Context: an optimization exercise on an open-source flow, tuned for small area. The choices shown serve that exercise and are no tape-out recipe. Only simulation tests tie the RTL to the original design; equivalence was not proved.

## the reference run
==> flow/design.v (excerpt) <==
module mbus_ascii_core (
    input             clk,
    input             rst,          
    input             host_valid,
    output            host_ready,
    input      [2:0]  host_op,      
    input      [15:0] host_addr,    
    input      [15:0] host_wdata,
    output reg        rsp_valid,
    output reg [15:0] rsp_data
);
    localparam integer N = 51;      
    localparam [2:0] OP_RDREG = 3'd0, OP_WRREG = 3'd1, OP_RDIB = 3'd2,
                     OP_WRIB  = 3'd3, OP_RDOB  = 3'd4;
    localparam [7:0] STX = 8'h02, ETX = 8'h03, ACK = 8'h06, NAK = 8'h15;
    localparam [2:0] M_NONE = 3'd0, M_DPDEC = 3'd1, M_DPENC = 3'd2, M_CKSUM = 3'd3,
                     M_BUILD = 3'd4, M_ACK = 3'd6, M_NAK = 3'd7;
    function [16:0] radd(input [15:0] a, input [15:0] b, input ci);
        integer k;
        reg c;
        begin
            c = ci;
            for (k = 0; k < 16; k = k + 1) begin
                radd[k] = a[k] ^ b[k] ^ c;
                c = (a[k] & b[k]) | (c & (a[k] ^ b[k]));
            end
            radd[16] = c;
        end
    endfunction
    function ge(input [15:0] a, input [15:0] b);
        reg [16:0] s;
        begin
            s  = radd(a, ~b, 1'b1);
            ge = s[16];
        end
    endfunction
    function [7:0] hex_digit(input [3:0] v);
        reg [16:0] s;
        begin
            s = radd({13'd0, v[2:0]}, 16'hFFFF, 1'b0);
            hex_digit = (v[3] & (v[2] | v[1])) ? {5'b01000, s[2:0]} : {4'h3, v};
        end
    endfunction
    function is_digit(input [7:0] b);
        is_digit = (b[7:4] == 4'h3) && (!b[3] || b[2:1] == 2'b00);
    endfunction
    function [7:0] nak_desc(input [7:0] code);
        case (code)
            8'h43:   nak_desc = 8'd1;
            8'h44:   nak_desc = 8'd2;
            8'h49:   nak_desc = 8'd3;
            8'h4D:   nak_desc = 8'd4;
  ...
clock: 10.0 ns
lec_check: 0
abc_area: 1
cap_margin: 20
core_margin: 2
core_utilization: 40
place_density: 0.6
slew_margin: 20
standard.sh (not shown) runs the stock make flow with config.mk's settings and CLKGATE_MAP_FILE= SYNTH_SCRIPT=/design/flow/synth_recipe.tcl, a recipe that flattens the netlist after the stock synthesis.
==> flow/flow/run.sh <==
#!/bin/bash
# The standard layout (the standard.sh, unchanged synthesis), with a
# leaner clock tree: small clock buffers in small clusters and no dummy
# balancing loads; and minimum-size buffers on the ports.
set -euo pipefail
export CTS_ARGS="-sink_clustering_enable -repair_clock_nets -dont_use_dummy_load -buf_list sky130_fd_sc_hd__clkbuf_4 -sink_clustering_size 10 -sink_clustering_max_diameter 35"
export BUFFER_PORTS_ARGS="-buffer_cell sky130_fd_sc_hd__buf_1"
bash standard.sh > standard.log 2>&1
Changes in the trial run relative to the reference run:
-- flow/design.v --
<<< the reference run, line 245
                   (m_parse && p1 && pos != 6'd0 && in_L && ge({9'd0, r}, 16'd3));
    wire [16:0] sum_s = radd({8'd0, sum}, {8'd0, (m_build && args_at) ? hchar : a0}, 1'b0);
    wire        pay   = m_parse && p3 && ge({10'd0, pos}, 16'd7) && in_L && ge({9'd0, r}, {14'd0, ck, 1'b1});
    wire        ol_up = pay || m_build && p2 && (in_L || ck && args_at && !pos[1]);
    wire [16:0] ol_s  = radd({10'd0, olen}, 16'd0, 1'b1);
    wire [1:0] nlaps     = m_parse ? 2'd3 : m_build ? 2'd2 : 2'd1;
    wire       final_lap = (lap == nlaps);
    wire e6 = (m_build || m_dpenc && pos[1:0] == 2'd0) && p1 && args_at && ge({8'd0, a0}, 16'd100);
    wire e7 = m_build && p1 && in_L && a0[7];
    wire e2 = m_parse && p1 && pos == 6'd0 && a0 != ACK && a0 != NAK;
    wire e3 = m_parse && p1 && r == 7'd0 && a0 != ETX;
    wire e4 = m_parse && p2 && pos == 6'd3 && dec == 16'd1 && !ge({10'd0, L}, 16'd10);
    wire e5 = m_parse && p2 && ck && (r == 7'd2 || r == 7'd1) && a0 != hexc;
    wire eA = pay && !is_nak && a0[7];
    wire       err      = e6 | e7 | e2 | e3 | e4 | e5 | eA;
    wire [3:0] err_code = {eA, e6 | e7 | e4 | e5, e6 | e7 | e2 | e3 | eA, e7 | e3 | e5};
    wire nak_bad = is_nak && (L != {4'b0010, ck, 1'b1});
    wire ilen_big = ge(ilen, 16'd49);
>>> the trial run, line 245
                   (m_parse && p1 && pos != 6'd0 && in_L && ge({9'd0, r}, 16'd3));
    wire [16:0] sum_s = radd({8'd0, sum}, {8'd0, (m_build && args_at) ? hchar : a0}, 1'b0);
    wire [5:0]  ooff  = {2'b10, ck, 1'b0};
    wire [16:0] ol_s  = radd({10'd0, L}, m_build ? {10'd0, ooff} : ~{10'd0, ooff}, !m_build);
    wire [1:0] nlaps     = m_parse ? 2'd3 : m_build ? 2'd2 : 2'd1;
    wire       final_lap = (lap == nlaps);
    reg        err;
    reg  [3:0] err_code;
    always @(*) begin
        err = 1'b0;
        err_code = 4'h0;
        if (m_build && p1) begin
            if (args_at && ge({8'd0, a0}, 16'd100)) begin err = 1'b1; err_code = 4'h6; end
            if (in_L && a0[7])                      begin err = 1'b1; err_code = 4'h7; end
        end
        if (m_dpenc && p1 && pos == 6'd48 && ge({8'd0, a0}, 16'd100)) begin err = 1'b1; err_code = 4'h6; end
        if (m_parse && p1) begin
            if (pos == 6'd0 && a0 != ACK && a0 != NAK) begin err = 1'b1; err_code = 4'h2; end
            if (r == 7'd0 && a0 != ETX)               begin err = 1'b1; err_code = 4'h3; end
        end
        if (m_parse && p2) begin
            if (pos == 6'd3 && dec == 16'd1 && !ge({10'd0, L}, 16'd10)) begin err = 1'b1; err_code = 4'h4; end
            if (ck && (r == 7'd2 || r == 7'd1) && a0 != hexc)          begin err = 1'b1; err_code = 4'h5; end
        end
        if (m_parse && p3 && !is_nak && a0[7] && ge({10'd0, pos}, 16'd7) && in_L &&
            ge({9'd0, r}, {14'd0, ck, 1'b1})) begin err = 1'b1; err_code = 4'hA; end
    end
    wire nak_bad = is_nak && (L != {4'b0010, ck, 1'b1});
    wire ilen_big = ge(ilen, 16'd49);
<<< the reference run, line 303
                            8'h04: begin
                                if (ilen_big) result(4'hB, M_NONE, 2'b00, 6'd0);
                                else          start(M_BUILD, 2'b00, 6'd8);
                            end
                            8'h05: begin
>>> the trial run, line 314
                            8'h04: begin
                                if (ilen_big) result(4'hB, M_NONE, 2'b00, 6'd0);
                                else          start(M_BUILD, 2'b00, 6'd0);
                            end
                            8'h05: begin
<<< the reference run, line 330
            if (p1 && pos == 6'd0) is_nak <= (a0 == NAK);
            if (do_sum) sum <= sum_s[7:0];
            if (ol_up) olen <= ol_s[5:0];
            if (err && status == 4'h0) status <= err_code;
            if (lap_end && final_lap) begin
>>> the trial run, line 341
            if (p1 && pos == 6'd0) is_nak <= (a0 == NAK);
            if (do_sum) sum <= sum_s[7:0];
            if (err && status == 4'h0) status <= err_code;
            if (lap_end && final_lap) begin
<<< the reference run, line 336
                if (status != 4'h0 || (m_parse && nak_bad)) begin
                    result((status != 4'h0) ? status : 4'h9, M_NONE, 2'b00, 6'd0);
                end else if (m_parse && is_nak) begin
                    mode <= M_NAK;
                    olen <= 6'd1;
                end
            end
>>> the trial run, line 346
                if (status != 4'h0 || (m_parse && nak_bad)) begin
                    result((status != 4'h0) ? status : 4'h9, M_NONE, 2'b00, 6'd0);
                end else if (m_build) begin
                    olen <= ol_s[5:0];
                end else if (m_parse) begin
                    if (is_nak) begin
                        mode <= M_NAK;
                        olen <= 6'd1;
                    end else
                        olen <= ol_s[5:0];
                end
            end
## What came out
In the final reports, the cell area of the trial run is larger than that of the reference run.
Cmp the trial run vs the reference run: worst relative slew slack lower in the trial run
The trial run against the reference run; first-pass GRT wire length is up by a few percent.
The trial run: done, clean on timing, DRC and antenna
After synthesis and placement, the instance count of the trial run is above that of the reference run.
Last weighted congestion value of the routability-driven placer: the trial run < the reference run
Going from the reference run to the trial run, routed wire length now larger; netlist area before placement now larger; global-route usage now larger.
Net count of the finished layout: the trial run higher than the reference run
Comparing the trial run with the reference run, the chip width came out essentially unchanged.

==> separate check: timing with driven ports <==
The flow's constraints put no driver on any port. The routed layouts listed below were extracted and timed again, unchanged, in two steps. Step 1 assumes that a clkbuf_16 drives the clock port and a buf_2 every other input. Step 2 also shifts input and output timing later by t, the mid clock arrival at the registers, as if the neighbouring blocks saw the same clock. Three values: ideal ports, drivers, drivers and shift; two values: the first two.
| run | t, ns | setup WS [ns] | worst setup path at the end | clock arrival spread, ns | pins driven straight from the clock port |
|---|---|---|---|---|---|
| the reference run | 0.851 | 2.346 / 2.319 / 2.319 | input to output | 0.120 / 0.120 | 1 |
| the trial run | 0.873 | 2.390 / 2.367 / 2.367 | input to output | 0.145 / 0.145 | 1 |
After both steps every run listed still meets setup and hold. The setup slack of the reference run, which loses most, moves by -0.027 ns with the drivers and by -0.027 ns with both steps.
